This is an optimization exercise on Yosys and OpenROAD, whose aim is small area, a short achievable clock period and few clock cycles, not a production implementation. Only simulation tests tie the RTL to the original design; equivalence was not proved. Power is estimated from default activity; no workload was simulated.

## flow/design.v

```verilog
module tsc2046_cfp (
    input  wire        clk,
    input  wire        rst,
    input  wire        cmd_valid,
    output wire        cmd_ready,
    input  wire [31:0] cmd,
    input  wire [31:0] din0,
    input  wire [31:0] din1,
    input  wire [31:0] din2,
    input  wire [31:0] din3,
    output reg         done,
    output wire [7:0]  status,
    output wire [31:0] dout0,
    output wire [31:0] dout1,
    output wire [31:0] dout2,
    output wire [31:0] dout3,
    output reg         bus_cs,
    output reg         bus_req,
    output reg  [7:0]  bus_cb,
    output reg         bus_mode,
    input  wire        bus_rsp,
    input  wire        bus_err,
    input  wire [31:0] bus_rdata
);
    localparam [2:0] ST_OK         = 3'd0;
    localparam [2:0] ST_ILLEGAL    = 3'd1;
    localparam [2:0] ST_NOT_CONFIG = 3'd2;
    localparam [2:0] ST_LOCKED     = 3'd3;
    localparam [2:0] ST_CFG_ERR    = 3'd4;
    localparam [2:0] ST_BUS_ERR    = 3'd5;
    localparam [2:0] OP_CONFIG   = 3'd1;
    localparam [2:0] OP_ENCODE   = 3'd2;
    localparam [2:0] OP_DECODE12 = 3'd3;
    localparam [2:0] OP_DECODE8  = 3'd4;
    localparam [2:0] OP_EXCHANGE = 3'd5;
    localparam [2:0] OP_SAMPLE   = 3'd6;
    localparam [2:0] OP_EVALUATE = 3'd7;
    localparam [3:0] S_IDLE  = 4'd0;
    localparam [3:0] S_EXEC  = 4'd1;    
    localparam [3:0] S_XFER  = 4'd2;    
    localparam [3:0] S_GAP   = 4'd3;    
    localparam [3:0] S_MD    = 4'd4;    
    localparam [3:0] S_ESET  = 4'd5;    
    localparam [3:0] S_EMUL1 = 4'd6;    
    localparam [3:0] S_ET2   = 4'd7;    
    localparam [3:0] S_ET4   = 4'd8;    
    localparam [3:0] S_EMUL2 = 4'd9;    
    localparam [3:0] S_EP    = 4'd10;   
    localparam [3:0] S_EFIN  = 4'd11;   
    function [32:0] padd;
        input [31:0] a, b;
        input        ci;
        reg   [31:0] g, p, gg, pp, c;
        integer      i, d;
        begin
            g = a & b;
            p = a ^ b;
            gg = g;
            gg[0] = g[0] | (p[0] & ci);
            pp = p;
            for (d = 1; d < 32; d = d * 2)
                for (i = 31; i >= d; i = i - 1) begin
                    gg[i] = gg[i] | (pp[i] & gg[i-d]);
                    pp[i] = pp[i] & pp[i-d];
                end
            c = {gg[30:0], ci};
            padd = {gg[31], p ^ c};
        end
    endfunction
    reg [3:0] state;
    reg       ready_r;
    assign cmd_ready = ready_r;
    reg [2:0]  st_r;
    reg [31:0] d0r;           
    reg [11:0] d1r;
    reg [19:0] d2r;           
    reg [30:0] d3r;
    assign status = {5'd0, st_r};
    assign dout0  = d0r;
    assign dout1  = {20'd0, d1r};
    assign dout2  = {12'd0, d2r};
    assign dout3  = {1'b0, d3r};
    reg [30:0] cfg_rx;
    reg [30:0] cfg_ceil;
    reg        cfg_settle;
    reg [4:0]  cfg_mask;
    reg        configured;
    reg        f_rxbad, f_cnt0, f_ceilbad;
    reg [2:0]  opr;
    reg        lg;            
    reg        dmy;           
    reg [7:0]  left;          
    wire [2:0] i_op = cmd[2:0];
    wire [2:0] i_ch = cmd[5:3];
    wire [7:0] i_n  = cmd[17:10];
    reg i_cmd_legal;
    always @* begin
        i_cmd_legal = 1'b0;
        if (cmd[31:18] == 14'd0) begin
            case (i_op)
                OP_CONFIG, OP_DECODE12, OP_DECODE8, OP_EVALUATE:
                    i_cmd_legal = (cmd[17:3] == 15'd0);
                OP_ENCODE, OP_EXCHANGE:
                    i_cmd_legal = (cmd[17:10] == 8'd0) && (i_ch <= 3'd4);
                OP_SAMPLE:
                    i_cmd_legal = (i_ch <= 3'd4);
                default:
                    i_cmd_legal = 1'b0;
            endcase
        end
    end
    reg i_din_legal;
    always @* begin
        case (i_op)
            OP_CONFIG:   i_din_legal = (din2[31:15] == 17'd0);
            OP_DECODE12: i_din_legal = (din0[31:8] == 24'd0) && (din1[31:8] == 24'd0);
            OP_DECODE8:  i_din_legal = (din0[31:8] == 24'd0);
            OP_EVALUATE: i_din_legal = (din0[31:12] == 20'd0) && (din1[31:12] == 20'd0) &&
                                       (din2[31:12] == 20'd0) && (din3[31:12] == 20'd0);
            default:     i_din_legal = 1'b1;
        endcase
    end
    wire i_legal = i_cmd_legal & i_din_legal;
    reg [2:0] i_chan;
    always @* begin
        case (i_ch)
            3'd0:    i_chan = 3'b001;    
            3'd1:    i_chan = 3'b101;    
            3'd2:    i_chan = 3'b011;    
            3'd3:    i_chan = 3'b100;    
            default: i_chan = 3'b110;    
        endcase
    end
    wire [7:0] i_cb = {1'b1, i_chan, cmd[6], cmd[7], cmd[9:8]};
    wire i_hi0 = (cmd[31:18] == 14'd0);
    wire i_chok = !i_ch[2] || (i_ch[1:0] == 2'd0);
    wire go_x = i_hi0 && (i_op == OP_EXCHANGE) && i_chok && (i_n == 8'd0);
    wire go_s = i_hi0 && (i_op == OP_SAMPLE) && i_chok && configured && (i_n != 8'd0);
    wire go_e = i_legal && (i_op == OP_EVALUATE) && configured && (din2[11:0] != 12'd0);
    wire [11:0] rsp_sample = bus_mode ? {4'd0, bus_rdata[7:0]} : bus_rdata[14:3];
    wire [32:0] acc_sum    = padd({12'd0, d2r}, {20'd0, rsp_sample}, 1'b0);
    reg  [11:0] dr;
    reg  [11:0] dv;
    reg  [3:0]  dcnt;
    reg         drun;
    reg  [13:0] dv3;
    reg  [11:0] q_r  [0:2];
    reg  [31:0] q_q  [0:2];
    reg  [13:0] q_t;
    reg  [32:0] q_s1, q_s2, q_s3;
    integer     qi;
    reg  [2:0]  mdph;         
    wire        mdn = ~|mdph;
    wire [3:0]  q_in = ({4{mdn}} & d0r[31:28]) | ({4{mdph[0]}} & d2r[11:8]) |
                       ({4{mdph[1]}} & d2r[7:4]) | ({4{mdph[2]}} & d2r[3:0]);
    always @* begin
        q_r[0] = ({12{~mdph[0]}} & dr) | ({12{mdph[0]}} & {4'd0, d2r[19:12]});
        q_q[0] = d0r;
        for (qi = 0; qi < 2; qi = qi + 1) begin
            q_t  = {q_r[qi], (qi == 0) ? q_in[3:2] : q_in[1:0]};
            q_s1 = padd({18'd0, q_t}, ~{18'd0, 2'd0, dv}, 1'b1);
            q_s2 = padd({18'd0, q_t}, ~{18'd0, 1'd0, dv, 1'b0}, 1'b1);
            q_s3 = padd({18'd0, q_t}, ~{18'd0, dv3}, 1'b1);
            if (q_s3[32]) begin
                q_r[qi+1] = q_s3[11:0];
                q_q[qi+1] = {q_q[qi][29:0], 2'd3};
            end else if (q_s2[32]) begin
                q_r[qi+1] = q_s2[11:0];
                q_q[qi+1] = {q_q[qi][29:0], 2'd2};
            end else if (q_s1[32]) begin
                q_r[qi+1] = q_s1[11:0];
                q_q[qi+1] = {q_q[qi][29:0], 2'd1};
            end else begin
                q_r[qi+1] = q_t[11:0];
                q_q[qi+1] = {q_q[qi][29:0], 2'd0};
            end
        end
    end
    function [15:0] norm12;
        input [11:0] v;
        input        rot;
        reg   [11:0] w;
        reg   [3:0]  s;
        begin
            w = v;
            s = 4'd0;
            if (w[11:4] == 8'd0) begin w = rot ? {w[3:0], w[11:4]} : {w[3:0], 8'd0}; s[3] = 1'b1; end
            if (w[11:8] == 4'd0) begin w = rot ? {w[7:0], w[11:8]} : {w[7:0], 4'd0}; s[2] = 1'b1; end
            if (w[11:10] == 2'd0) begin w = rot ? {w[9:0], w[11:10]} : {w[9:0], 2'd0}; s[1] = 1'b1; end
            if (w[11] == 1'b0) begin w = rot ? {w[10:0], w[11]} : {w[10:0], 1'b0}; s[0] = 1'b1; end
            norm12 = {4'd11 - s, w};
        end
    endfunction
    wire [15:0] nx  = norm12(d1r, 1'b1);
    wire [15:0] nz1 = norm12(d3r[11:0], 1'b0);
    wire [15:0] nz2 = norm12(d3r[23:12], 1'b0);
    wire [32:0] n1x3 = padd({18'd0, 2'd0, nz1[11:0]}, {18'd0, 1'd0, nz1[11:0], 1'b0}, 1'b0);
    wire [32:0] dvx3 = padd({18'd0, 2'd0, dv}, {18'd0, 1'd0, dv, 1'b0}, 1'b0);
    wire        x0  = (d1r == 12'd0);
    wire [32:0] accn = padd({12'd0, d2r}, ~{12'd0, 13'd0, dv[7:1]}, 1'b1);    
    reg  [23:0] mhi, mb;
    reg  [2:0]  mcnt;
    reg  signed [10:0] eb;    
    reg  signed [5:0]  e3b;   
    reg         z2f;          
    reg         z4f;          
    reg         s4;           
    wire [23:0] rxa = {cfg_rx[30:23] != 8'd0, cfg_rx[22:0]};
    wire [7:0]  rxe = (cfg_rx[30:23] == 8'd0) ? 8'd1 : cfg_rx[30:23];
    reg  [23:0] um;
    reg         ug, us;
    reg  signed [10:0] ue;
    reg  [1:0]  uph;
    reg         m2;           
    wire [23:0] ma = m2 ? um : rxa;
    wire [27:0] pp0 = {4'd0, ma} & {28{mb[0]}};
    wire [27:0] pp1 = {3'd0, ma, 1'b0} & {28{mb[1]}};
    wire [27:0] pp2 = {2'd0, ma, 2'b0} & {28{mb[2]}};
    wire [27:0] pp3 = {1'd0, ma, 3'b0} & {28{mb[3]}};
    wire [27:0] ph  = {4'd0, mhi};
    wire [27:0] cs1s = pp0 ^ pp1 ^ pp2;
    wire [27:0] cs1c = {((pp0 & pp1) | (pp0 & pp2) | (pp1 & pp2)), 1'b0};
    wire [27:0] cs2s = pp3 ^ ph ^ cs1s;
    wire [27:0] cs2c = {((pp3 & ph) | (pp3 & cs1s) | (ph & cs1s)), 1'b0};
    wire [27:0] cs3s = cs1c ^ cs2s ^ cs2c;
    wire [27:0] cs3c = {((cs1c & cs2s) | (cs1c & cs2c) | (cs2s & cs2c)), 1'b0};
    wire [32:0] mstep = padd({4'd0, cs3s}, {4'd0, cs3c}, 1'b0);
    wire signed [10:0] ew1 = $signed({3'd0, eb[7:0]}) + $signed({3'd0, rxe}) - 11'sd126;     
    wire signed [10:0] ew2 = eb + ue - 11'sd126;                                             
    wire signed [10:0] ew  = (state == S_EMUL2) ? ew2 : ew1;
    reg  signed [10:0] ewr;
    reg         ewr_ge1, ewr_ge2;
    wire        wl   = !mhi[23] && ewr_ge2;
    wire [23:0] wm   = wl ? {mhi[22:0], mb[23]} : mhi;
    wire        wg   = wl ? mb[22] : mb[23];
    wire        ws   = wl ? (mb[21:0] != 22'd0) : (mb[22:0] != 23'd0);
    wire signed [10:0] ewr_p1 = ewr + 11'sd1;
    wire signed [10:0] ewr_m1 = ewr - 11'sd1;
    wire signed [10:0] we  = wl ? ewr_m1 : ewr;
    wire signed [10:0] we1 = wl ? ewr : ewr_p1;       
    wire        we_ge1 = wl ? ewr_ge2 : ewr_ge1;
    wire        ql   = d0r[27];
    wire [23:0] qm   = ql ? d0r[27:4] : d0r[26:3];
    wire        qg   = ql ? d0r[3] : d0r[2];
    wire        qs   = (ql ? (d0r[2:0] != 3'd0) : (d0r[1:0] != 2'd0)) | (dr != 12'd0);
    wire signed [10:0] qe0 = 11'sd127 + $signed({{5{e3b[5]}}, e3b});
    wire signed [10:0] qe0_m1 = 11'sd126 + $signed({{5{e3b[5]}}, e3b});
    wire signed [10:0] qe0_p1 = 11'sd128 + $signed({{5{e3b[5]}}, e3b});
    wire signed [10:0] qe  = ql ? qe0 : qe0_m1;
    wire signed [10:0] qe1 = ql ? qe0_p1 : qe0;       
    wire        a_jsh = (state == S_ET4) && (uph == 2'd2) && (ue != 11'sd126);
    wire [23:0] dm   = {a_jsh, um[23:1]};
    wire        dg   = um[0];
    wire        ds   = us | ug;
    wire        t3ge1 = (ue >= 11'sd127);
    wire [3:0]  s3    = ue[3:0] - 4'd15;
    wire [23:0] one3  = 24'h800000 >> s3;
    wire        in_ep  = (state == S_EP);
    wire        a_win  = (state == S_ET2 || in_ep) && (uph == 2'd0);
    wire        a_den0 = (state == S_ET2 || in_ep) && (uph == 2'd1);
    wire        a_den  = a_den0 || a_jsh;
    wire        u_nrm  = (um == 24'd0) || um[23];
    wire        a_dbl  = ((state == S_ET2 && uph == 2'd2) || (state == S_ET4 && uph == 2'd1)) && !u_nrm;
    wire        a_quo  = (state == S_ET2) && (uph == 2'd2) && u_nrm;
    wire        a_t4   = (state == S_ET4) && (uph == 2'd0);
    reg  [23:0] ax, ay;
    reg         ag, as_;
    always @* begin
        ay = 24'd0;
        if (a_win) begin
            ax = wm; ag = wg; as_ = ws;
        end else if (a_den) begin
            ax = dm; ag = dg; as_ = ds;
        end else if (a_quo) begin
            ax = qm; ag = qg; as_ = qs;
        end else if (a_t4) begin
            ax = t3ge1 ? um : ~um; ay = t3ge1 ? ~one3 : 24'd0; ag = 1'b1; as_ = 1'b1;
        end else if (a_dbl) begin
            ax = um; ay = um; ag = 1'b0; as_ = 1'b0;
        end else begin
            ax = um; ag = ug; as_ = us;
        end
    end
    wire        a_raw = (a_win && !we_ge1) || (a_den0 && ue != 11'sd0) || a_jsh || a_dbl;
    wire        acin = a_t4 ? 1'b1 : (!a_raw & ag & (as_ | ax[0]));
    wire [32:0] asum = padd({8'd0, ax}, {8'd0, ay}, acin);
    wire [32:0] rsum = asum, dsum = asum, rsum_u = asum, t4sum = asum;
    wire [8:0]  pexp  = um[23] ? ue[8:0] : 9'd0;
    wire        pinf  = (ue > 11'sd254);
    wire [30:0] pbits = pinf ? {8'hFF, 23'd0} : {pexp[7:0], um[22:0]};
    wire [32:0] pcmp  = padd({1'b0, cfg_ceil}, ~{1'b0, pbits}, 1'b1);    
    wire        p_gt  = ~pcmp[32];
    wire        p_nz  = (um != 24'd0);
    always @(posedge clk) begin
        done    <= 1'b0;
        bus_req <= 1'b0;
        if (rst) begin
            state      <= S_IDLE;
            ready_r    <= 1'b1;
            st_r       <= ST_OK;
            d0r        <= 32'd0;
            d1r        <= 12'd0;
            d2r        <= 20'd0;
            d3r        <= 31'd0;
            bus_cs     <= 1'b0;
            cfg_settle <= 1'b1;
            cfg_mask   <= 5'b01111;
            configured <= 1'b0;
            drun       <= 1'b0;
            mdph       <= 3'd0;
        end else begin
            mdph <= {mdph[1:0], 1'b0};
            if (drun) begin
                dr   <= q_r[2];
                d0r  <= q_q[2];
                dcnt <= dcnt + 4'd1;
                if (dcnt == 4'd6) drun <= 1'b0;
            end
            case (state)
                S_IDLE: begin
                    opr      <= i_op;
                    lg       <= i_legal;
                    bus_cb   <= i_cb;
                    bus_mode <= cmd[6];
                    dmy      <= (i_op == OP_SAMPLE) & cfg_settle & cfg_mask[i_ch];
                    left     <= i_n;
                    dv       <= {4'd0, i_n};
                    st_r     <= ST_OK;
                    d0r      <= 32'd0;
                    d1r      <= din0[11:0];
                    d2r      <= {8'd0, din1[11:0]};
                    d3r      <= {7'd0, din3[11:0], din2[11:0]};
                    if (!configured && i_op == OP_CONFIG) begin
                        cfg_rx     <= din0[30:0];
                        cfg_ceil   <= din1[30:0];
                        cfg_settle <= din2[8];
                        cfg_mask   <= din2[13:9];
                        f_rxbad    <= (din0[30:23] == 8'hFF) | din0[31] | (din0[30:0] == 31'd0);
                        f_cnt0     <= (din2[7:0] == 8'd0);
                        f_ceilbad  <= (din1[30:23] == 8'hFF) | (din1[31] & (din1[30:0] != 31'd0));
                    end
                    if (i_op == OP_SAMPLE) begin
                        d1r <= 12'd0;
                        d2r <= {13'd0, i_n[7:1]};
                    end
                    if (cmd_valid) begin
                        ready_r <= 1'b0;
                        if (go_x | go_s) begin
                            state   <= S_XFER;
                            bus_cs  <= 1'b1;
                            bus_req <= 1'b1;
                        end else if (go_e)
                            state <= S_ESET;
                        else
                            state <= S_EXEC;
                    end
                end
                S_EXEC: begin
                    state   <= S_IDLE;
                    ready_r <= 1'b1;
                    done    <= 1'b1;
                    d1r     <= 12'd0;
                    d2r     <= 20'd0;
                    d3r     <= 31'd0;
                    if (!lg) begin
                        st_r <= ST_ILLEGAL;
                    end else begin
                        case (opr)
                            OP_CONFIG: begin
                                if (configured)
                                    st_r <= ST_LOCKED;
                                else if (f_rxbad) begin
                                    st_r <= ST_CFG_ERR;
                                    d0r  <= 32'd1;
                                end else if (f_cnt0) begin
                                    st_r <= ST_CFG_ERR;
                                    d0r  <= 32'd2;
                                end else if (f_ceilbad) begin
                                    st_r <= ST_CFG_ERR;
                                    d0r  <= 32'd3;
                                end else
                                    configured <= 1'b1;
                            end
                            OP_ENCODE:
                                d0r <= {24'd0, bus_cb};
                            OP_DECODE12:
                                d0r <= {20'd0, d1r[6:0], d2r[7:3]};
                            OP_DECODE8:
                                d0r <= {24'd0, d1r[7:0]};
                            OP_SAMPLE: begin
                                if (!configured)
                                    st_r <= ST_NOT_CONFIG;
                                else begin
                                    st_r <= ST_CFG_ERR;    
                                    d0r  <= 32'd2;
                                end
                            end
                            OP_EVALUATE: begin
                                if (!configured)
                                    st_r <= ST_NOT_CONFIG;
                            end
                            default: ;
                        endcase
                    end
                end
                S_XFER: begin
                    dv3 <= dvx3[13:0];
                    if (bus_rsp) begin
                        bus_cs <= 1'b0;
                        d1r    <= d1r + 12'd1;
                        if (bus_err) begin
                            state   <= S_IDLE;
                            ready_r <= 1'b1;
                            done    <= 1'b1;
                            st_r    <= ST_BUS_ERR;
                            d0r     <= bus_rdata;
                            d1r     <= 12'd0;
                            d2r     <= 20'd0;
                            d3r     <= 31'd0;
                        end else if (opr == OP_EXCHANGE) begin
                            state   <= S_IDLE;
                            ready_r <= 1'b1;
                            done    <= 1'b1;
                            d0r     <= {20'd0, rsp_sample};
                            d1r     <= {4'd0, bus_cb};
                            d2r     <= 20'd0;
                            d3r     <= 31'd0;
                        end else begin
                            dmy <= 1'b0;
                            if (!dmy) begin
                                d2r  <= acc_sum[19:0];
                                left <= left - 8'd1;
                            end
                            if (!dmy && left == 8'd1) begin
                                state <= S_MD;
                                dcnt  <= 4'd0;
                                mdph  <= 3'b001;
                            end else
                                state <= S_GAP;
                        end
                    end
                end
                S_GAP: begin
                    state   <= S_XFER;
                    bus_cs  <= 1'b1;
                    bus_req <= 1'b1;
                end
                S_MD: begin
                    dr   <= q_r[2];
                    d0r  <= q_q[2];
                    dcnt <= dcnt + 4'd1;
                    d3r  <= 31'd0;
                    if (dcnt == 4'd2) begin
                        d2r     <= accn[19:0];
                        state   <= S_IDLE;
                        ready_r <= 1'b1;
                        done    <= 1'b1;
                    end
                end
                S_ESET: begin
                    mb    <= {nx[11:0], nx[11:0]};
                    m2    <= 1'b0;
                    mhi   <= x0 ? 24'd0 : rxa;
                    eb    <= 11'sd115 + $signed({7'd0, nx[15:12]});
                    z2f   <= x0;
                    mcnt  <= 3'd0;
                    dr    <= {1'b0, nz2[11:1]};
                    d0r   <= {nz2[0], 31'd0};
                    dv    <= nz1[11:0];
                    dv3   <= n1x3[13:0];
                    dcnt  <= 4'd0;
                    drun  <= 1'b1;
                    e3b   <= $signed({2'd0, nz2[15:12]}) - $signed({2'd0, nz1[15:12]});
                    state <= S_EMUL1;
                end
                S_EMUL1: begin
                    ewr     <= ew;
                    ewr_ge1 <= (ew >= 11'sd1);
                    ewr_ge2 <= (ew >= 11'sd2);
                    mhi  <= mstep[27:4];
                    mb   <= {mstep[3:0], mb[23:4]};
                    mcnt <= mcnt + 3'd1;
                    if (mcnt == 3'd5) begin
                        state <= S_ET2;
                        uph   <= 2'd0;
                    end
                end
                S_ET2: begin
                    case (uph)
                        2'd0: begin
                            if (we_ge1) begin
                                uph <= 2'd2;
                                ug  <= 1'b0;
                                us  <= 1'b0;
                                if (rsum[24]) begin
                                    um <= 24'h800000;
                                    ue <= we1;
                                end else begin
                                    um <= rsum[23:0];
                                    ue <= we;
                                end
                            end else begin
                                uph <= 2'd1;
                                um  <= asum[23:0];
                                ug  <= wg;
                                us  <= ws;
                                ue  <= we;
                            end
                        end
                        2'd1: begin
                            ue <= ue + 11'sd1;
                            if (ue == 11'sd0) begin
                                uph <= 2'd2;
                                um  <= dsum[23:0];
                                ug  <= 1'b0;
                                us  <= 1'b0;
                            end else begin
                                um <= asum[23:0];
                                ug <= dg;
                                us <= ds;
                            end
                        end
                        default: begin
                            if (!u_nrm) begin
                                um <= asum[23:0];
                                ue <= ue - 11'sd1;
                            end else if (!drun) begin
                                mb    <= um;
                                eb    <= ue;
                                z2f   <= z2f | (um == 24'd0);
                                uph   <= 2'd0;
                                state <= S_ET4;
                                if (d0r[27:26] == 2'd0) begin
                                    um  <= 24'h800000;
                                    ue  <= 11'sd127;
                                    s4  <= 1'b1;
                                    uph <= 2'd1;
                                end else if (rsum[24]) begin
                                    um <= 24'h800000;
                                    ue <= qe1;
                                end else begin
                                    um <= rsum[23:0];
                                    ue <= qe;
                                end
                            end
                        end
                    endcase
                end
                S_ET4: begin
                    case (uph)
                        2'd0: begin
                            s4 <= !t3ge1;
                            um <= t4sum[23:0];
                            if (t3ge1 || ue == 11'sd126) begin
                                uph <= 2'd1;
                            end else begin
                                uph <= 2'd2;
                                ug  <= 1'b0;
                                us  <= 1'b0;
                            end
                        end
                        2'd1: begin
                            if (um == 24'd0 || um[23]) begin
                                z4f   <= (um == 24'd0);
                                m2    <= 1'b1;
                                mhi   <= 24'd0;
                                mcnt  <= 3'd0;
                                state <= S_EMUL2;
                            end else begin
                                um <= asum[23:0];
                                ue <= ue - 11'sd1;
                            end
                        end
                        default: begin
                            if (ue != 11'sd126) begin
                                um <= asum[23:0];
                                ug <= um[0];
                                us <= us | ug;
                                ue <= ue + 11'sd1;
                            end else begin
                                uph <= 2'd1;
                                ug  <= 1'b0;
                                us  <= 1'b0;
                                if (rsum_u[24]) begin
                                    um <= 24'h800000;
                                    ue <= 11'sd127;
                                end else
                                    um <= rsum_u[23:0];
                            end
                        end
                    endcase
                end
                S_EMUL2: begin
                    ewr     <= ew;
                    ewr_ge1 <= (ew >= 11'sd1);
                    ewr_ge2 <= (ew >= 11'sd2);
                    mhi  <= mstep[27:4];
                    mb   <= {mstep[3:0], mb[23:4]};
                    mcnt <= mcnt + 3'd1;
                    if (mcnt == 3'd5) begin
                        state <= S_EP;
                        uph   <= 2'd0;
                    end
                end
                S_EP: begin
                    case (uph)
                        2'd0: begin
                            ug <= 1'b0;
                            us <= 1'b0;
                            if (we_ge1) begin
                                state <= S_EFIN;
                                if (rsum[24]) begin
                                    um <= 24'h800000;
                                    ue <= we1;
                                end else begin
                                    um <= rsum[23:0];
                                    ue <= we;
                                end
                            end else begin
                                uph <= 2'd1;
                                um  <= asum[23:0];
                                ug  <= wg;
                                us  <= ws;
                                ue  <= we;
                            end
                        end
                        default: begin
                            ue <= ue + 11'sd1;
                            if (ue == 11'sd0) begin
                                state <= S_EFIN;
                                um    <= dsum[23:0];
                                ug    <= 1'b0;
                                us    <= 1'b0;
                            end else begin
                                um <= asum[23:0];
                                ug <= dg;
                                us <= ds;
                            end
                        end
                    endcase
                end
                S_EFIN: begin
                    state   <= S_IDLE;
                    ready_r <= 1'b1;
                    done    <= 1'b1;
                    if (z2f | z4f) begin
                        d0r <= 32'd1;
                        d3r <= 31'd0;
                    end else if ((s4 && p_nz) || p_gt) begin
                        d0r <= 32'd0;
                        d1r <= 12'd0;
                        d2r <= 20'd0;
                        d3r <= 31'd0;
                    end else begin
                        d0r <= 32'd1;
                        d3r <= pbits;
                    end
                end
                default: begin
                    state   <= S_IDLE;
                    ready_r <= 1'b1;
                end
            endcase
        end
    end
endmodule
```

## flow/flow/run.sh

```bash
#!/bin/bash
set -euo pipefail
bash standard.sh SETUP_SLACK_MARGIN=12.0 \
    "BUFFER_PORTS_ARGS=-buffer_cell sky130_fd_sc_hd__buf_2" \
    finish > make_finish.log 2>&1
```

## flow/standard.sh

```bash
#!/bin/bash
# synth_recipe.tcl (not shown) runs the flow's synth.tcl, then flattens the netlist and writes it again
# the make line also repeats each setting of config.mk as NAME=value (left out here)
make -C /OpenROAD-flow-scripts/flow DESIGN_CONFIG=/design/flow/config.mk WORK_HOME=/design/flow/orfs CLKGATE_MAP_FILE= SYNTH_SCRIPT=/design/flow/synth_recipe.tcl "${@:-finish}"
```

## flow/config.mk

```make
export PLATFORM = sky130hd
export DESIGN_NAME = tsc2046_cfp
export DESIGN_NICKNAME = tsc2046_cfp
export VERILOG_FILES = /design/flow/design.v
export SDC_FILE = /design/flow/constraint.sdc
export NUM_CORES = 4
export LEC_CHECK = 0
export CAP_MARGIN = 20
export CORE_MARGIN = 2
export CORE_UTILIZATION = 40
export SLEW_MARGIN = 20
```

## flow/constraint.sdc

```tcl
create_clock -name core_clock -period 18.0 [get_ports {clk}]
set_input_delay 3.6000 -clock core_clock [delete_from_list [all_inputs] [get_ports {clk}]]
set_output_delay 3.6000 -clock core_clock [all_outputs]
set_load 0.01 [all_outputs]
```

==> key figures, run 1 <==
STA
  – Final Setup Violations: 0
  – Final setup TNS: 0 ns
  – Clk_skew: ~0.051 ns
  – RSZ-0062 raised after global routing: yes
  – Final hold slack: about 0.47 ns
  – Post-route minimum period: 5.98 ns
  – Crit share post-route: 33.2%
  – Final Hold Viols: 0
  – Max Slew Vio Count: 0
  – Rel. slew slack: about 16%
  – Worst-margin pin slew: 1.24 ns
  – Achievable frequency: 167 MHz

Synth
  – Post-Syn Area: roughly 0.035 mm2
  – Primary FF master, synth: edfxtp_1
  – Cells after Synth: about 4200
  – Ys async rst share: 0%
  – Seq/Total Area, Yosys: 27.8%
  – Distinct cells, synth: ~120
  – Post-synth EDFFs: between 200 and 300
  – Syn. warnings: 3
  – Yosys reg bits: around 370
  – Syn Area/Cell: around 8.4 um2

Pwr
  – Worst VDD drop: approximately 70 uV
  – Power density over the cells: roughly 63 mW/mm2
  – Sw Share: 30.9%
  – Logic pwr share: between 20% and 30%
  – Clock power frac: 42.4%
  – Internal power: between 1.5 and 2 mW
  – Register share of total power: 37.0%
  – Leakage power: 17.1 nW
  – Tot Pwr: 2.58 mW
  – Switch Pwr: 0.798 mW

GRT
  – First-pass GRT wire length: ~210000 um
  – Total gr overflow: 0
  – Total track usage: between 30% and 40%
  – Largest net degree at the start of global routing: roughly 70
  – Vias in the first global route: 32600
  – Antenna violations before repair: 9

Die
  – Core area: around 0.088 mm2
  – Die area: about 0.09 mm2
  – Die Height: between 300 and 400 um
  – Initial cell density of the core: 40.2%
  – Die W: 302 um
  – # IOs: 346
  – FP Rows: around 110

Placed design
  – RePlAce Congestion: ~1
  – DP HPWL: 112000 um
  – Dpl cells: 5537
  – Port Buffers: roughly 310
  – DP Area: roughly 0.038 mm2

Min path
  – Worst hold path class: reg2reg

CTS
  – CTS Sinks: 367
  – Clock insertion delay at the later pin of the skew report: 0.65 ns
  – CTS tree: done
  – Max clock buf depth: 3
  – Num CTS Buffers: 48
  – Worst-path clk slew: roughly 0.06 ns
  – H-tree depth: 2
  – Root buffer cell: clkbuf_16

Finish
  – Proportion of layout cells with a drive suffix above 1: roughly 18%
  – Final net count: slightly above 5000
  – Final Cell Area: ~0.041 mm2
  – Synth-to-layout area growth: 16.5%
  – Non-filler cells, final: ~5700

Worst setup path
  – RR Startpoint: d2r[12]
  – CP max FO: 11
  – FF-to-FF setup slack: between 10 and 15 ns
  – Worst setup endpoint: dr[7]
  – Crit path kind: reg2reg
  – Startpoint types: flop
  – Setup crit start: d2r[12]
  – Crit end category: flop
  – R2R depth: 22
  – Crit Reg-Reg Endpoint: dr[7]
  – WP data required: about 18 ns
  – CP arrival: 6.44 ns

Detailed routing
  – First-pass DRT Iterations: 6
  – Final Routed Wirelength: 147000 um
  – Drc violations: 0
  – Vias: ~35000
  – Post-route antenna net violation count: 0
  – Via density: a little over 6
  – Starting DRT DRC Count: approximately 4300
  – Avg WL per Cell: around 26 um

Outcome
  – Outcome: timing/DRC/antenna clean

Run
  – MaxCap Viol Count: 0
timing repair:
| action | CTS | global route |
|---|---|---|
| gates cloned | 0 | 2 |
| pin swaps | 10 | 39 |
| endpoints found under the hold margin | 0 | 0 |
| gates resized for setup | 71 | 118 |
| buffers inserted | 34 | 50 |
| hold buffers | 0 | 0 |
| endpoints found under the setup margin | 91 | 111 |
Yosys cell counts (54+ instances only):
master	count	area [um2]
a211oi_1	88	661
a21oi_1	284	1420
clkbuf_1	190	713
dfxtp_1	117	2340
edfxtp_1	250	7510
fa_1	81	1620
ha_1	270	3380
inv_1	277	1040
mux2_2	54	608
mux2i_1	107	1070
nand2_1	391	1470
nand2b_1	58	363
nand3_1	85	425
nor2_1	394	1480
nor2b_1	115	719
nor3_1	112	561
nor4_1	64	400
o21ai_0	248	1240
xnor2_1	111	972
xor2_1	87	762
cells in the final DEF, fill, tap and decap left out, types with 24 or more instances in the layout:
| cell type | count |
|---|---|
| nand2_1 | 384 |
| nand4_1 | 29 |
| mux2_2 | 54 |
| a222oi_1 | 27 |
| nor3_1 | 106 |
| a211oi_1 | 83 |
| xor2_1 | 87 |
| o21bai_1 | 25 |
| nor4_1 | 57 |
| a31oi_1 | 48 |
| ha_1 | 261 |
| dfxtp_1 | 104 |
| nor2b_1 | 111 |
| a22oi_1 | 24 |
| conb_1 | 39 |
| o21ai_0 | 237 |
| clkbuf_16 | 49 |
| nand3_1 | 83 |
| and3_1 | 28 |
| inv_1 | 273 |
| o22ai_1 | 33 |
| a21oi_1 | 273 |
| o211ai_1 | 24 |
| mux2i_1 | 96 |
| xnor2_1 | 111 |
| o21a_1 | 33 |
| edfxtp_1 | 250 |
| nand2b_1 | 57 |
| nor2_1 | 376 |
| a221oi_1 | 45 |
| buf_4 | 139 |
| fa_1 | 78 |
| a221o_1 | 33 |
| buf_2 | 306 |
| and2_1 | 29 |
| a21o_1 | 50 |
routing by layer:
| metal | routed length [um] | GRT usage (%) | vias up |
|---|---|---|---|
| met1 | 59400 | 41.4 | 16800 |
| met3 | 14700 | 6.15 | 357 |
| met4 | 8240 | 15.0 | 6 |
| met5 | 39 | 0 | - |
| li1 | - | - | 16000 |
| met2 | 65100 | 48.8 | 1945 |
final cells by class:
cell class | instances | area, um2
fillers | 8712 | 46900
multi-input cells | 3350 | 24300
flip-flops and latches | 367 | 9880
repair buffers | 459 | 2780
well taps | 1165 | 1460
clock buffers | 59 | 1310
inverters | 282 | 1070
clock inverters | 31 | 452
diodes | 2 | 5.00
logic make-up after synthesis:
kind of cell	after synthesis	synth area share (%)
adders and majority gates	351	14.1
muxes	164	4.91
other	2	0.0212
buffers and inverters	553	6.45
DFF	367	27.8
and+or+nand+nor	1411	19.1
AOI/OAI and AO/OA	1186	22.7
xor gates and xnor gates	198	4.90
worst min-delay path by stage:
stage / slack (ns) / from / endpoint / cells after the start
CTS: 0.48 / cfg_mask[2] / cfg_mask[2] / 2
detailed placement: 0.46 / cfg_mask[2] / cfg_mask[2] / 2
global route: 0.49 / st_r[1] / st_r[1] / 2
floorplan: 0.44 / cfg_mask[2] / cfg_mask[2] / 2
finish: 0.47 / st_r[1] / st_r[1] / 2
global placement: 0.45 / cfg_mask[2] / cfg_mask[2] / 2
stage by stage:
stage	worst slack [ns]	utilization (%)
6_report	12.02	46.8
5_1_grt	11.92	46.8
4_1_cts	12.01	45.8
3_5_place_dp	10.59	43.1
3_3_place_gp	10.80	43.1
2_1_floorplan	11.77	-
worst max-delay path, stage by stage, from the launching register on:
cell and delay [ns]:
dfxtp_1 0.61, mux2_2 0.31, ha_1 0.28, nor2b_1 0.16, o31a_1 0.34, o41ai_4 0.40
o21ai_2 0.14, a221o_1 0.38, buf_12 0.16, a211oi_4 0.31, a21oi_4 0.08, ha_4 0.24
o21a_1 0.18, o31a_1 0.13, o41a_1 0.48, o41ai_4 0.38, o21ai_2 0.14, a2bb2oi_4 0.22
o21ai_4 0.13, nor2_4 0.27, buf_4 0.18, a2111oi_4 0.04, a211oi_1 0.22
sequential cells by signal, indices dropped and copies added (netlist names), 4 cells and up:
signal and cells:
d0r 32, cfg_ceil 31, cfg_rx 31, d3r 31
mb 24, mhi 24, um 24, d2r 20
dv3 14, d1r 12, dr 12, dv 12
eb 11, ewr 11, ue 11, left 8
bus_cb 7, cfg_mask 5, e3b 5, dcnt 4
state 4
power groups by stage:
stage          clock [mW]  sequential (mW)  combinational (mW)
6_report             1.09            0.957               0.532
5_1_grt              1.13            0.959               0.578
4_1_cts              1.10            0.956               0.507
3_5_place_dp            0            0.974               0.497
3_3_place_gp            0            0.974               0.494
2_1_floorplan           0            0.959               0.348
Testbench counts, summed over its fixed seeds: cycles 12,684.
==> run 2: changes to the inputs <==
==> flow/flow/run.sh (replaced) <==
#!/bin/bash
set -euo pipefail
bash standard.sh SETUP_SLACK_MARGIN=12.5 \
    "BUFFER_PORTS_ARGS=-buffer_cell sky130_fd_sc_hd__buf_2" \
    finish > make_finish.log 2>&1
==> run 2 against run 1 <==
- still clean
- core utilization is 3.3 points higher
- flip-flop and latch count unchanged
- synthesized cell count is the same
- combinational power is 7.1% higher
==> key figures, run 2 <==
Synth
  – Distinct cells, synth: ~120
  – Syn Area/Cell: between 8 and 9 um2
  – Cells after Synth: 4232
  – Cell taking the most area after synthesis: edfxtp_1
  – Yosys reg bits: ~370
  – Seq/Total Area, Yosys: 27.8%
  – Syn. warnings: 3
  – Area contributors post-synth: edfxtp_1, ha_1, dfxtp_1, fa_1, nor2_1
  – Post-synth top area share: around a fifth
  – Post-synth EDFFs: 250
  – Synth top cells by count: nor2_1, nand2_1, a21oi_1
  – Most frequent cell after synthesis: nor2_1
  – Primary FF master, synth: edfxtp_1
  – Ys async rst share: 0%
  – Post-Syn Area: 0.0354 mm2

Run
  – MaxCap Viol Count: 0

Detailed routing
  – Final Routed Wirelength: approximately 160000 um
  – First-pass DRT Iterations: 16
  – Avg WL per Cell: around 26 um
  – Post-route antenna net violation count: 0
  – Drc violations: 0
  – Via density: about 6.2
  – Vias: about 37000
  – Starting DRT DRC Count: 4800

Finish
  – Final Cell Area: ~0.044 mm2
  – Proportion of layout cells with a drive suffix above 1: approximately a quarter
  – Antenna diode count: 0
  – Non-filler cells, final: 5894
  – Final net count: roughly 5200
  – Max reg flops: 32
  – Commonest non-fill, non-tap cells in the layout: nand2_1, nor2_1, buf_2
  – Fillcell total: between 8000 and 9000
  – Synth-to-layout area growth: 24.6%
  – Core Util, Final: between 50% and 60%
  – Largest register by flop count: d0r
  – Commonest non-fill, non-tap cell in the layout: nand2_1

CTS
  – H-tree depth: 2
  – Max clock buf depth: 3
  – Clock insertion delay at the later pin of the skew report: ~0.66 ns
  – CTS tree: done
  – Root buffer cell: clkbuf_16
  – Num CTS Buffers: about 50
  – CTS Sinks: between 300 and 400
  – Worst-path clk slew: ~0.070 ns
  – Hold-fix buffer count after cts: 0

STA
  – Clk_skew: approximately 0.04 ns
  – Final Hold Viols: 0
  – Final hold slack: 0.463 ns
  – Achievable frequency: 169 MHz
  – Rel. slew slack: around an eighth
  – Max Slew Vio Count: 0
  – RSZ-0062 raised after global routing: yes
  – Final setup TNS: 0 ns
  – Final Worst Setup Slack: 12.08 ns
  – Final Setup Violations: 0
  – Post-route minimum period: between 5 and 6 ns
  – Worst-margin pin slew: around 1.3 ns
  – Crit share post-route: 32.9%

Worst setup path
  – Delay of the slowest critical-path stage: 0.46 ns
  – Startpoint types: flop
  – RR Startpoint: mdph[0]
  – Critical Path, Cell by Cell: buf_4 > mux2_2 > ha_4 > nor2b_2 > o31a_1 > o41ai_4 > o21ai_2 > a221o_2 > a211oi_4 > a21oi_4 > ha_4 > o21a_1 > o31a_1 > o41a_1 > o41ai_4 > o21ai_2 > a2bb2oi_2 > o21ai_2 > buf_4 > buf_6 > or2_1 > o211ai_1 > o221ai_1
  – WP data required: 18.40 ns
  – Most used cell, CP: o21ai_2
  – CP max FO: 5
  – Slowest cell on crit path: a221o_2
  – R2R depth: 23
  – Crit Reg-Reg Endpoint: dr[1]
  – WP buf/inv: 3
  – Crit end category: flop
  – FF-to-FF setup slack: between 10 and 15 ns
  – Top Family by Delay on Critical Path: compound AO/OA/AOI/OAI gates
  – CP arrival: 6.31 ns
  – Crit path kind: reg2reg

GRT
  – Vias in the first global route: approximately 33000
  – Total track usage: roughly 32%
  – Antenna violations before repair: 6
  – Largest net degree at the start of global routing: 70
  – First-pass GRT wire length: roughly 220000 um
  – Total gr overflow: 0

Die
  – Core area: roughly 0.088 mm2
  – Die W: around 300 um
  – Initial cell density of the core: 40.2%
  – FP Rows: roughly 110
  – Die area: 0.0909 mm2
  – Die Height: about 300 um
  – # IOs: 346

Placed design
  – Pre-CTS setup slack: roughly 11 ns
  – Dpl cells: roughly 5500
  – DP Area: roughly 0.038 mm2
  – Port Buffers: just over 300
  – RePlAce Congestion: between 1 and 1.5
  – DP HPWL: between 100000 and 150000 um

Min path
  – Hold EP: st_r[1]
  – Hold Path Origin: st_r[1]
  – Worst hold path class: reg2reg
  – Worst Hold Depth: 2

Pwr
  – Tot Pwr: roughly 2.6 mW
  – Power density over the cells: approximately 60 mW/mm2
  – Leakage power: around 18 nW
  – Worst VDD drop: ~70 uV

Outcome
  – Outcome: timing/DRC/antenna clean
run 2: cell counts after synthesis:
Identical to the previous run, type by type.
run 2: layout make-up:
cell class / count / area (um2) / area share [%]
flip-flops and latches: 367 / 9880 / 22.4
multi-input cells: 3353 / 25400 / 57.6
well taps: 1165 / 1460 / 3.30
inverters: 282 / 1080 / 2.45
clock inverters: 32 / 358 / 0.811
clock buffers: 63 / 1460 / 3.31
repair buffers: 632 / 4480 / 10.1
run 2: cells by family after synthesis:
| kind of cell | count (synthesis) | share of synthesized area (%) |
|---|---|---|
| simple gates | 1411 | 19.1 |
| compound gates | 1186 | 22.7 |
| buf+inv | 553 | 6.45 |
| flops | 367 | 27.8 |
| fa+ha+maj | 351 | 14.1 |
| xor+xnor | 198 | 4.90 |
| mux | 164 | 4.91 |
| other cells | 2 | 0.0212 |
run 2: layer usage:
layer  vias up  GRT usage (%)  part of all wire (%)
li1      16400              -                     -
met1     17500           42.9                    39
met2      2262           50.2                    44
met3       443           5.88                    11
met4         0           14.7                   5.9
met5         -              0                     0
run 2: worst reg2reg max path, cell delays in order (launching register included):
cell and delay [ns]:
dfxtp_4 0.40, buf_4 0.14, mux2_2 0.39, ha_4 0.24
nor2b_2 0.16, o31a_1 0.31, o41ai_4 0.40, o21ai_2 0.15
a221o_2 0.46, a211oi_4 0.35, a21oi_4 0.09, ha_4 0.25
o21a_1 0.20, o31a_1 0.14, o41a_1 0.41, o41ai_4 0.43
o21ai_2 0.10, a2bb2oi_2 0.15, o21ai_2 0.08, buf_4 0.16
buf_6 0.12, or2_1 0.24, o211ai_1 0.14, o221ai_1 0.14
run 2: what timing repair did:
action,4_1_cts,5_1_grt
pin swaps,58,154
setup buffers,117,118
cloned,8,13
setup endpoints to repair,228,153
resized for setup,198,242
run 2: worst max-delay path by stage:
stage            startpoint  endpoint  slack (ns)  depth (start not counted)
2_1_floorplan  bus_rdata[8]   d2r[19]       12.22                         12
3_3_place_gp       state[2]     um[7]       10.97                         22
3_5_place_dp       state[2]    um[16]       10.85                         22
4_1_cts             mdph[0]    dr[10]       12.34                         26
5_1_grt              d2r[6]     dr[4]       11.98                         24
6_report            mdph[0]     dr[1]       12.08                         23
run 2: where the power goes:
| group | total (mW) | switching, mW | internal, mW |
|---|---|---|---|
| logic | 0.570 | 0.339 | 0.232 |
| clock network | 1.11 | 0.465 | 0.642 |
| registers | 0.957 | 0.0326 | 0.924 |
| total | 2.63 | 0.837 | 1.80 |
==> run 3: changes to the inputs <==
--- a/flow/design.v
+++ b/flow/design.v
@@ -41,5 +41,4 @@
     localparam [3:0] S_GAP   = 4'd3;    
     localparam [3:0] S_MD    = 4'd4;    
-    localparam [3:0] S_ESET  = 4'd5;    
     localparam [3:0] S_EMUL1 = 4'd6;    
     localparam [3:0] S_ET2   = 4'd7;    
@@ -150,10 +149,7 @@
     reg  [32:0] q_s1, q_s2, q_s3;
     integer     qi;
-    reg  [2:0]  mdph;         
-    wire        mdn = ~|mdph;
-    wire [3:0]  q_in = ({4{mdn}} & d0r[31:28]) | ({4{mdph[0]}} & d2r[11:8]) |
-                       ({4{mdph[1]}} & d2r[7:4]) | ({4{mdph[2]}} & d2r[3:0]);
+    wire [3:0]  q_in = d0r[31:28];
     always @* begin
-        q_r[0] = ({12{~mdph[0]}} & dr) | ({12{mdph[0]}} & {4'd0, d2r[19:12]});
+        q_r[0] = dr;
         q_q[0] = d0r;
         for (qi = 0; qi < 2; qi = qi + 1) begin
@@ -192,10 +188,10 @@
         end
     endfunction
-    wire [15:0] nx  = norm12(d1r, 1'b1);
+    wire [15:0] nx  = norm12(din0[11:0], 1'b1);
     wire [15:0] nz1 = norm12(d3r[11:0], 1'b0);
     wire [15:0] nz2 = norm12(d3r[23:12], 1'b0);
     wire [32:0] n1x3 = padd({18'd0, 2'd0, nz1[11:0]}, {18'd0, 1'd0, nz1[11:0], 1'b0}, 1'b0);
     wire [32:0] dvx3 = padd({18'd0, 2'd0, dv}, {18'd0, 1'd0, dv, 1'b0}, 1'b0);
-    wire        x0  = (d1r == 12'd0);
+    wire        x0  = (din0[11:0] == 12'd0);
     wire [32:0] accn = padd({12'd0, d2r}, ~{12'd0, 13'd0, dv[7:1]}, 1'b1);    
     reg  [23:0] mhi, mb;
@@ -213,4 +209,5 @@
     reg  [1:0]  uph;
     reg         m2;           
+    reg         dset;         
     wire [23:0] ma = m2 ? um : rxa;
     wire [27:0] pp0 = {4'd0, ma} & {28{mb[0]}};
@@ -226,5 +223,5 @@
     wire [27:0] cs3c = {((cs1c & cs2s) | (cs1c & cs2c) | (cs2s & cs2c)), 1'b0};
     wire [32:0] mstep = padd({4'd0, cs3s}, {4'd0, cs3c}, 1'b0);
-    wire signed [10:0] ew1 = $signed({3'd0, eb[7:0]}) + $signed({3'd0, rxe}) - 11'sd126;     
+    wire signed [10:0] ew1 = $signed({7'd0, eb[3:0]}) + $signed({3'd0, rxe}) - 11'sd11;   
     wire signed [10:0] ew2 = eb + ue - 11'sd126;                                             
     wire signed [10:0] ew  = (state == S_EMUL2) ? ew2 : ew1;
@@ -260,5 +257,5 @@
     wire        a_den0 = (state == S_ET2 || in_ep) && (uph == 2'd1);
     wire        a_den  = a_den0 || a_jsh;
-    wire        u_nrm  = (um == 24'd0) || um[23];
+    wire        u_nrm  = um[23] || ((state == S_ET2) ? z2f : z4f);
     wire        a_dbl  = ((state == S_ET2 && uph == 2'd2) || (state == S_ET4 && uph == 2'd1)) && !u_nrm;
     wire        a_quo  = (state == S_ET2) && (uph == 2'd2) && u_nrm;
@@ -308,7 +305,5 @@
             configured <= 1'b0;
             drun       <= 1'b0;
-            mdph       <= 3'd0;
         end else begin
-            mdph <= {mdph[1:0], 1'b0};
             if (drun) begin
                 dr   <= q_r[2];
@@ -340,4 +335,10 @@
                         f_ceilbad  <= (din1[30:23] == 8'hFF) | (din1[31] & (din1[30:0] != 31'd0));
                     end
+                    mb   <= {nx[11:0], nx[11:0]};
+                    mhi  <= x0 ? 24'd0 : rxa;
+                    eb   <= {7'd0, nx[15:12]};
+                    z2f  <= x0;
+                    m2   <= 1'b0;
+                    mcnt <= 3'd0;
                     if (i_op == OP_SAMPLE) begin
                         d1r <= 12'd0;
@@ -350,6 +351,8 @@
                             bus_cs  <= 1'b1;
                             bus_req <= 1'b1;
-                        end else if (go_e)
-                            state <= S_ESET;
+                        end else if (go_e) begin
+                            state <= S_EMUL1;
+                            dset  <= 1'b1;
+                        end
                         else
                             state <= S_EXEC;
@@ -432,8 +435,9 @@
                                 left <= left - 8'd1;
                             end
+                            dr  <= {4'd0, acc_sum[19:12]};
+                            d0r <= {acc_sum[11:0], 20'd0};
                             if (!dmy && left == 8'd1) begin
                                 state <= S_MD;
                                 dcnt  <= 4'd0;
-                                mdph  <= 3'b001;
                             end else
                                 state <= S_GAP;
@@ -458,21 +462,15 @@
                     end
                 end
-                S_ESET: begin
-                    mb    <= {nx[11:0], nx[11:0]};
-                    m2    <= 1'b0;
-                    mhi   <= x0 ? 24'd0 : rxa;
-                    eb    <= 11'sd115 + $signed({7'd0, nx[15:12]});
-                    z2f   <= x0;
-                    mcnt  <= 3'd0;
-                    dr    <= {1'b0, nz2[11:1]};
-                    d0r   <= {nz2[0], 31'd0};
-                    dv    <= nz1[11:0];
-                    dv3   <= n1x3[13:0];
-                    dcnt  <= 4'd0;
-                    drun  <= 1'b1;
-                    e3b   <= $signed({2'd0, nz2[15:12]}) - $signed({2'd0, nz1[15:12]});
-                    state <= S_EMUL1;
-                end
                 S_EMUL1: begin
+                    if (dset) begin
+                        dset  <= 1'b0;
+                        dr    <= {1'b0, nz2[11:1]};
+                        d0r   <= {nz2[0], 31'd0};
+                        dv    <= nz1[11:0];
+                        dv3   <= n1x3[13:0];
+                        dcnt  <= 4'd0;
+                        drun  <= 1'b1;
+                        e3b   <= $signed({2'd0, nz2[15:12]}) - $signed({2'd0, nz1[15:12]});
+                    end
                     ewr     <= ew;
                     ewr_ge1 <= (ew >= 11'sd1);
@@ -523,10 +521,11 @@
                         default: begin
                             if (!u_nrm) begin
-                                um <= asum[23:0];
-                                ue <= ue - 11'sd1;
+                                um  <= asum[23:0];
+                                ue  <= ue - 11'sd1;
+                                z2f <= (um == 24'd0);
                             end else if (!drun) begin
                                 mb    <= um;
                                 eb    <= ue;
-                                z2f   <= z2f | (um == 24'd0);
+                                z4f   <= 1'b0;
                                 uph   <= 2'd0;
                                 state <= S_ET4;
@@ -561,6 +560,5 @@
                         end
                         2'd1: begin
-                            if (um == 24'd0 || um[23]) begin
-                                z4f   <= (um == 24'd0);
+                            if (u_nrm) begin
                                 m2    <= 1'b1;
                                 mhi   <= 24'd0;
@@ -568,6 +566,7 @@
                                 state <= S_EMUL2;
                             end else begin
-                                um <= asum[23:0];
-                                ue <= ue - 11'sd1;
+                                um  <= asum[23:0];
+                                ue  <= ue - 11'sd1;
+                                z4f <= (um == 24'd0);
                             end
                         end
==> flow/flow/run.sh (replaced) <==
#!/bin/bash
set -euo pipefail
bash standard.sh SETUP_SLACK_MARGIN=12.0 \
    "BUFFER_PORTS_ARGS=-buffer_cell sky130_fd_sc_hd__buf_2" \
    finish > make_finish.log 2>&1
==> run 3 against run 2 <==
- still clean on timing, DRC and antenna
- non-clock buffer count is 158 lower
- clock skew increased by 0.012 ns
- routed wire length down 4.9%
- core utilization down 3.1 points
- maximum frequency decreased by 0.18%
- setup slack lost 0.011 ns
- clock-buffer cell count stayed put
- power grew to 2.8 times the previous value
- first-iteration DRC count is 7.2% lower
- combinational power increased to 8.9 times the previous value
- cell area is 7.4% lower
- cell count is 3.3% lower
- critical endpoint is now state[0]
- largest power group is now combinational cells
- highest routed layer is now met5
==> key figures, run 3 <==
Outcome
  – Outcome: timing/DRC/antenna clean

GRT
  – Vias in the first global route: between 30000 and 40000
  – Total gr overflow: 0
  – Antenna violations before repair: 8
  – Largest net degree at the start of global routing: 63
  – Total track usage: 31.3%
  – First-pass GRT wire length: between 200000 and 250000 um

STA
  – RSZ-0062 raised after global routing: no
  – Max Slew Vio Count: 0
  – Rel. slew slack: 32.7%
  – Worst-margin pin slew: ~1 ns
  – Crit share post-route: between 30% and 40%
  – Post-route minimum period: between 5 and 6 ns
  – Achievable frequency: 169 MHz
  – Final setup TNS: 0 ns
  – Final Setup Violations: 0
  – Final Hold Viols: 0
  – Clk_skew: about 0.053 ns

Detailed routing
  – Post-route antenna net violation count: 0
  – Via density: 6.18
  – Vias: between 30000 and 40000
  – Avg WL per Cell: 25.9 um
  – Starting DRT DRC Count: around 4500
  – Routed met3 length: between 15000 and 20000 um
  – Drc violations: 0
  – First-pass DRT Iterations: 10
  – Top sig layer: met5
  – Met2 WL post-DR: a little over 60000 um
  – Final Routed Wirelength: 147000 um
  – Post-Route M1 WL: ~62000 um

Pwr
  – Worst VDD drop: 193 uV
  – Power density over the cells: 183 mW/mm2
  – Tot Pwr: approximately 7.5 mW
  – Leakage power: ~17 nW

CTS
  – H-tree depth: 2
  – Clock insertion delay at the later pin of the skew report: around 0.62 ns
  – CTS tree: done
  – Root buffer cell: clkbuf_16
  – Max clock buf depth: 3
  – Worst-path clk slew: roughly 0.06 ns
  – CTS Sinks: between 300 and 400
  – Hold-fix buffer count after cts: 0
  – Num CTS Buffers: 47

Finish
  – Max reg flops: 32
  – Final net count: around 5000
  – Largest register by flop count: d0r
  – Fillcell total: around 8500
  – Core Util, Final: a little under half
  – Synth-to-layout area growth: 16.0%
  – Commonest non-fill, non-tap cells in the layout: nand2_1, nor2_1, a21oi_1
  – Non-filler cells, final: around 5700
  – Commonest non-fill, non-tap cell in the layout: nand2_1
  – Proportion of layout cells with a drive suffix above 1: approximately 17%

Worst setup path
  – WP data required: 18.44 ns
  – R2R depth: 21
  – CP arrival: roughly 6.4 ns
  – Startpoint types: primary input
  – CP max FO: 26
  – Crit end category: flop
  – Crit path kind: in2reg

Synth
  – Cell taking the most area after synthesis: edfxtp_1
  – Ys async rst share: 0%
  – Post-Syn Area: about 0.035 mm2
  – Synth top cells by count: nand2_1, nor2_1, a21oi_1
  – Post-synth EDFFs: around 250
  – Post-synth top area share: a little over a fifth
  – Syn. warnings: 3
  – Cells after Synth: approximately 4200
  – Primary FF master, synth: edfxtp_1
  – Distinct cells, synth: between 90 and 100
  – Area contributors post-synth: edfxtp_1, ha_1, dfxtp_1, fa_1, nand2_1
  – Yosys reg bits: around 370
  – Seq/Total Area, Yosys: between 20 and 30%
  – Syn Area/Cell: between 8 and 9 um2
  – Most frequent cell after synthesis: nand2_1

Placed design
  – Dpl cells: 5514
  – DP HPWL: 112000 um
  – RePlAce Congestion: 0.986
  – Port Buffers: 306

Die
  – Die area: between 0.09 and 0.1 mm2
  – Core area: between 0.08 and 0.09 mm2
  – Initial cell density of the core: 40.5%
  – Die Height: 301 um
  – # IOs: 346
  – FP Rows: 108
  – Die W: about 300 um

Min path
  – Worst hold path class: reg2reg
  – Worst Hold Depth: 2

Run
  – MaxCap Viol Count: 0
run 3: cell types whose count changed after synthesis, moves of 27 or more:
cell	previous run	this run
xnor2_1	111	142
o21ai_0	248	219
a21oi_1	284	311
nand2_1	391	420
inv_1	277	304
nor2_1	394	366
run 3: report_power, final:
part	total [mW]	internal (mW)	switching, mW
Combinational	5.09	2.08	3.01
Clock	1.02	0.614	0.410
Sequential	1.36	1.10	0.261
Total	7.48	3.80	3.68
run 3: cells by family (layout without fill, tap and decap cells):
logic type	count (synthesis)	after routing	share of synthesized area, %
AO/OA/AOI/OAI	1209	1210	23.3
adder cells (fa/ha/maj)	347	347	14.0
buffers and inverters	586	869	6.89
multiplexers	156	156	4.68
other	2	41	0.0213
XOR/XNOR	207	207	5.14
AND/OR/NAND/NOR	1346	1347	18.0
flip-flops	365	365	27.9
run 3: worst paths after layout:
check | slack [ns] | from | to
setup / recovery | 12.07 | bus_rsp | state[0]
hold / removal | 0.48 | cfg_mask[3] | cfg_mask[3]
setup reg to reg | 12.21 | dr[1] | dr[1]
hold reg to reg | 0.48 | cfg_mask[3] | cfg_mask[3]
run 3: cell type report:
class | instances | area [um2] | area share, %
Clock buffer | 63 | 1350 | 3.30
Timing Repair Buffer | 474 | 2940 | 7.18
Inverter | 308 | 1180 | 2.89
Clock inverter | 24 | 304 | 0.744
Tap cell | 1155 | 1450 | 3.54
Sequential cell | 365 | 9840 | 24.1
Antenna cell | 2 | 5.00 | 0.0122
Multi-Input combinational cell | 3306 | 23800 | 58.3
run 3: repair_timing:
item / CTS / global route
setup buffers: 32 / 56
cloned: 4 / 2
setup endpoints to repair: 94 / 122
pin swaps: 8 / 20
resized for setup: 66 / 99
run 3: routing by layer:
metal,vias to the layer above,global-route usage (%)
met1,16900,43.5
met3,335,8.23
li1,15900,-
met5,-,0
met4,14,11.5
met2,2069,46.5
run 3: per-stage QoR:
stage	setup slack [ns]	hold slack, ns	area (um2)
6_report	12.07	0.476	40900
5_1_grt	11.92	0.505	40900
4_1_cts	12.01	0.474	40000
3_5_place_dp	10.14	0.459	37800
3_3_place_gp	10.40	0.453	37800
2_1_floorplan	11.57	0.439	35500
run 3: worst max-delay path, stage by stage:
cell      delay, ns
buf_2          0.41
o22ai_1        0.38
a311o_1        0.36
a311oi_1       0.72
o21ai_1        0.44
nor3_1         0.32
a221oi_1       0.12
Testbench counts of run 3, summed over its fixed seeds: cycles 12,588.
==> run 4: changes to the inputs <==
==> flow/flow/run.sh (replaced) <==
#!/bin/bash
set -euo pipefail
bash standard.sh SETUP_SLACK_MARGIN=12.0 \
    "BUFFER_PORTS_ARGS=-buffer_cell sky130_fd_sc_hd__buf_2" \
    "CTS_BUF_LIST=sky130_fd_sc_hd__clkbuf_8" \
    finish > make_finish.log 2>&1
==> run 4 against run 3 <==
- maximum frequency grew 0.51%
- register-to-register slack got worse by 0.03 ns
- largest power group unchanged
- via count is 0.29% higher
- cell area is 0.21% lower
- critical path depth increased by 9
- global-route usage is 0.16 points higher
- still clean
==> key figures, run 4 <==
Die
  – FP Rows: 108
  – Die Height: between 300 and 400 um
  – # IOs: roughly 350
  – Die W: between 300 and 400 um
  – Initial cell density of the core: between 40% and 50%
  – Core area: 0.0870 mm2
  – Die area: slightly above 0.09 mm2

Finish
  – Max reg flops: 32
  – Final Cell Area: between 0.04 and 0.05 mm2
  – Final net count: roughly 5000
  – Fillcell total: around 8600
  – Largest register by flop count: d0r
  – Commonest non-fill, non-tap cell in the layout: nand2_1
  – Non-filler cells, final: 5750
  – Core Util, Final: 46.9%
  – Synth-to-layout area growth: 15.7%
  – Commonest non-fill, non-tap cells in the layout: nand2_1, nor2_1, inv_1
  – Proportion of layout cells with a drive suffix above 1: between 10% and 20%

Synth
  – Cells after Synth: around 4200
  – Most frequent cell after synthesis: nand2_1
  – Syn Area/Cell: approximately 8.4 um2
  – Seq/Total Area, Yosys: 27.9%
  – Simple-gate portion of the synthesized area: a little under a fifth
  – Distinct cells, synth: between 90 and 100
  – Area contributors post-synth: edfxtp_1, ha_1, dfxtp_1, fa_1, nand2_1
  – Synth top cells by count: nand2_1, nor2_1, a21oi_1
  – Multiplexer share of the synthesized area: under 10%
  – Primary FF master, synth: edfxtp_1
  – Ys async rst share: 0%
  – Synth Area in Compound Gates: approximately a quarter
  – Post-synth top area share: 21.4%
  – Cell taking the most area after synthesis: edfxtp_1
  – Syn. warnings: 3
  – Xor/xnor share of the synthesized area: around 5%
  – Yosys reg bits: roughly 370
  – Post-synth EDFFs: ~250
  – Post-synthesis adder-cell area fraction: between 10% and 20%
  – Main combinational cell family by area after synthesis: compound AO/OA/AOI/OAI gates
  – Post-Syn Area: roughly 0.035 mm2

Detailed routing
  – Drc violations: 0
  – Vias: around 35000
  – First-pass DRT Iterations: 9
  – Post-route antenna net violation count: 0
  – Final Routed Wirelength: about 150000 um
  – Via density: 6.14
  – Starting DRT DRC Count: roughly 4500
  – Avg WL per Cell: between 20 and 30 um

Worst setup path
  – CP max FO: 5
  – WP data required: 18.44 ns
  – Critical Path, Cell by Cell: buf_2 > mux2i_4 > inv_1 > ha_1 > a21o_1 > a21oi_1 > o21ai_1 > a21oi_1 > a211oi_2 > buf_4 > a41oi_4 > nor2_4 > nand3_1 > xor2_1 > o211ai_1 > a31o_1
  – Crit path kind: in2reg
  – Crit end category: flop
  – Delay of the slowest critical-path stage: around 0.33 ns
  – Most used cell, CP: a21oi_1
  – Slowest cell on crit path: a41oi_4
  – Startpoint types: primary input
  – CP arrival: between 6 and 7 ns

CTS
  – Num CTS Buffers: between 70 and 80
  – Clock insertion delay at the later pin of the skew report: 0.72 ns
  – H-tree depth: 3
  – Root buffer cell: clkbuf_8
  – Max clock buf depth: 3
  – CTS tree: done
  – CTS Sinks: between 300 and 400
  – Worst-path clk slew: about 0.060 ns

Pwr
  – Register share of total power: 18.2%
  – Clock power frac: 12.3%
  – Switch Pwr: between 3 and 4 mW
  – Logic pwr share: 69.4%
  – Leakage power: 17.3 nW
  – Internal power: 3.72 mW
  – Worst VDD drop: 133 uV
  – Sw Share: 50.1%
  – Power density over the cells: 183 mW/mm2

Run
  – MaxCap Viol Count: 0

STA
  – Post-route minimum period: about 5.9 ns
  – Final setup TNS: 0 ns
  – Rel. slew slack: between 30% and 40%
  – Worst-margin pin slew: ~1.0 ns
  – Achievable frequency: approximately 170 MHz
  – Clk_skew: 0.0557 ns
  – Final Setup Violations: 0
  – RSZ-0062 raised after global routing: yes
  – Final Worst Setup Slack: between 10 and 15 ns
  – Max Slew Vio Count: 0
  – Final Hold Viols: 0
  – Crit share post-route: between 30% and 40%

GRT
  – Vias in the first global route: roughly 33000
  – First-pass GRT wire length: 214000 um
  – Largest net degree at the start of global routing: 63
  – Total track usage: between 30% and 40%
  – Total gr overflow: 0
  – Antenna violations before repair: 11

Placed design
  – Pre-CTS setup slack: a little over 10 ns
  – RePlAce Congestion: between 0.9 and 1
  – DP Area: between 0.03 and 0.04 mm2
  – Dpl cells: 5514
  – Port Buffers: between 300 and 400
  – DP HPWL: about 110000 um

Outcome
  – Outcome: timing/DRC/antenna clean

Min path
  – Worst hold path class: reg2reg
-- run 4: what timing repair did --
| action | in CTS | in global routing |
|---|---|---|
| gates cloned | 3 | 6 |
| gates resized for setup | 57 | 116 |
| setup endpoints to repair | 88 | 127 |
| pin swaps | 8 | 20 |
| hold buffers | 0 | 0 |
| buffers inserted | 34 | 57 |
-- run 4: cell families after synthesis --
| logic type | Yosys count |
|---|---|
| AO/OA/AOI/OAI | 1209 |
| other | 2 |
| buffers and inverters | 586 |
| adder cells (fa/ha/maj) | 347 |
| XOR/XNOR | 207 |
| flip-flops | 365 |
| AND/OR/NAND/NOR | 1346 |
| multiplexers | 156 |
-- run 4: final timing paths --
check / cells past startpoint / to / startpoint / slack, ns
worst max-delay path: 16 / dr[7] / bus_rdata[1] / 12.10
worst min-delay path: 2 / cfg_mask[0] / cfg_mask[0] / 0.48
worst max register to register: 24 / um[21] / state[1] / 12.18
worst min register to register: 2 / cfg_mask[0] / cfg_mask[0] / 0.48
-- run 4: worst max-delay path, delay by kind of cell --
| family | cells | cell delay, ns |
|---|---|---|
| buffers and inverters | 3 | 0.38 |
| AND/OR/NAND/NOR | 2 | 0.18 |
| AO/OA/AOI/OAI | 8 | 1.40 |
| adder cells (fa/ha/maj) | 1 | 0.26 |
| XOR/XNOR | 1 | 0.30 |
| multiplexers | 1 | 0.19 |
-- run 4: power by group through the flow --
| stage | sequential, mW | combinational [mW] | clock (mW) |
|---|---|---|---|
| CTS | 1.36 | 4.88 | 0.927 |
| detailed placement | 1.38 | 4.77 | 0 |
| floorplan | 1.25 | 3.66 | 0 |
| global route | 1.37 | 5.66 | 0.958 |
| global placement | 1.38 | 4.74 | 0 |
| finish | 1.36 | 5.18 | 0.919 |
-- run 4: through the flow --
step / power (mW) / hold WS [ns]
after detailed placement: 6.15 / 0.459
after global placement: 6.12 / 0.453
after global routing: 7.99 / 0.504
after floorplan: 4.91 / 0.439
final: 7.46 / 0.475
after CTS: 7.17 / 0.473
-- run 4: area by class of cell --
type / count / area [um2] / area share, %
diodes: 4 / 10.0 / 0.0245
clock buffers: 86 / 1180 / 2.90
clock inverters: 46 / 329 / 0.807
inverters: 308 / 1180 / 2.90
multi-input cells: 3307 / 23800 / 58.4
flip-flops and latches: 365 / 9840 / 24.1
well taps: 1155 / 1450 / 3.54
repair buffers: 479 / 2960 / 7.26
-- run 4: per-layer routing --
layer | up-vias | share of wire [%] | wire, um | GRT usage [%]
li1 | 16000 | - | - | -
met1 | 16900 | 42 | 62100 | 43.0
met2 | 2034 | 42 | 62300 | 46.4
met3 | 365 | 12 | 17900 | 9.03
met4 | 18 | 4.4 | 6590 | 12.9
met5 | - | 0.077 | 115 | 0

-- static timing again, ports no longer ideal --
The results above use ideal ports. As a check the final layouts listed here were re-extracted and re-timed, cells and wires unchanged. Step 1: set_driving_cell puts a clkbuf_16 on clk and a buf_2 on each other input, an assumption about the parent block. Step 2 times the ports against the registers' clock, not the clock port: input delays grow and output delays shrink by t, the midpoint of the rising clock arrivals with the driver on. Slacks: ideal / step 1 / step 2; pairs: ideal / step 1.
run	t (ns)	setup WS [ns]	worst setup path at the end	clock arrival spread, ns
run 1	0.695	12.023 / 12.023 / 11.519	input to register	0.052 / 0.051
run 2	0.716	12.083 / 12.083 / 11.772	input to register	0.042 / 0.042
run 3	0.658	12.072 / 12.075 / 11.417	input to register	0.053 / 0.052
run 4	0.766	12.102 / 12.151 / 11.385	input to register	0.056 / 0.056
After both steps every run listed still meets setup and hold. The setup slack of run 4, which loses most, moves by +0.049 ns with the drivers and by -0.717 ns with both steps.
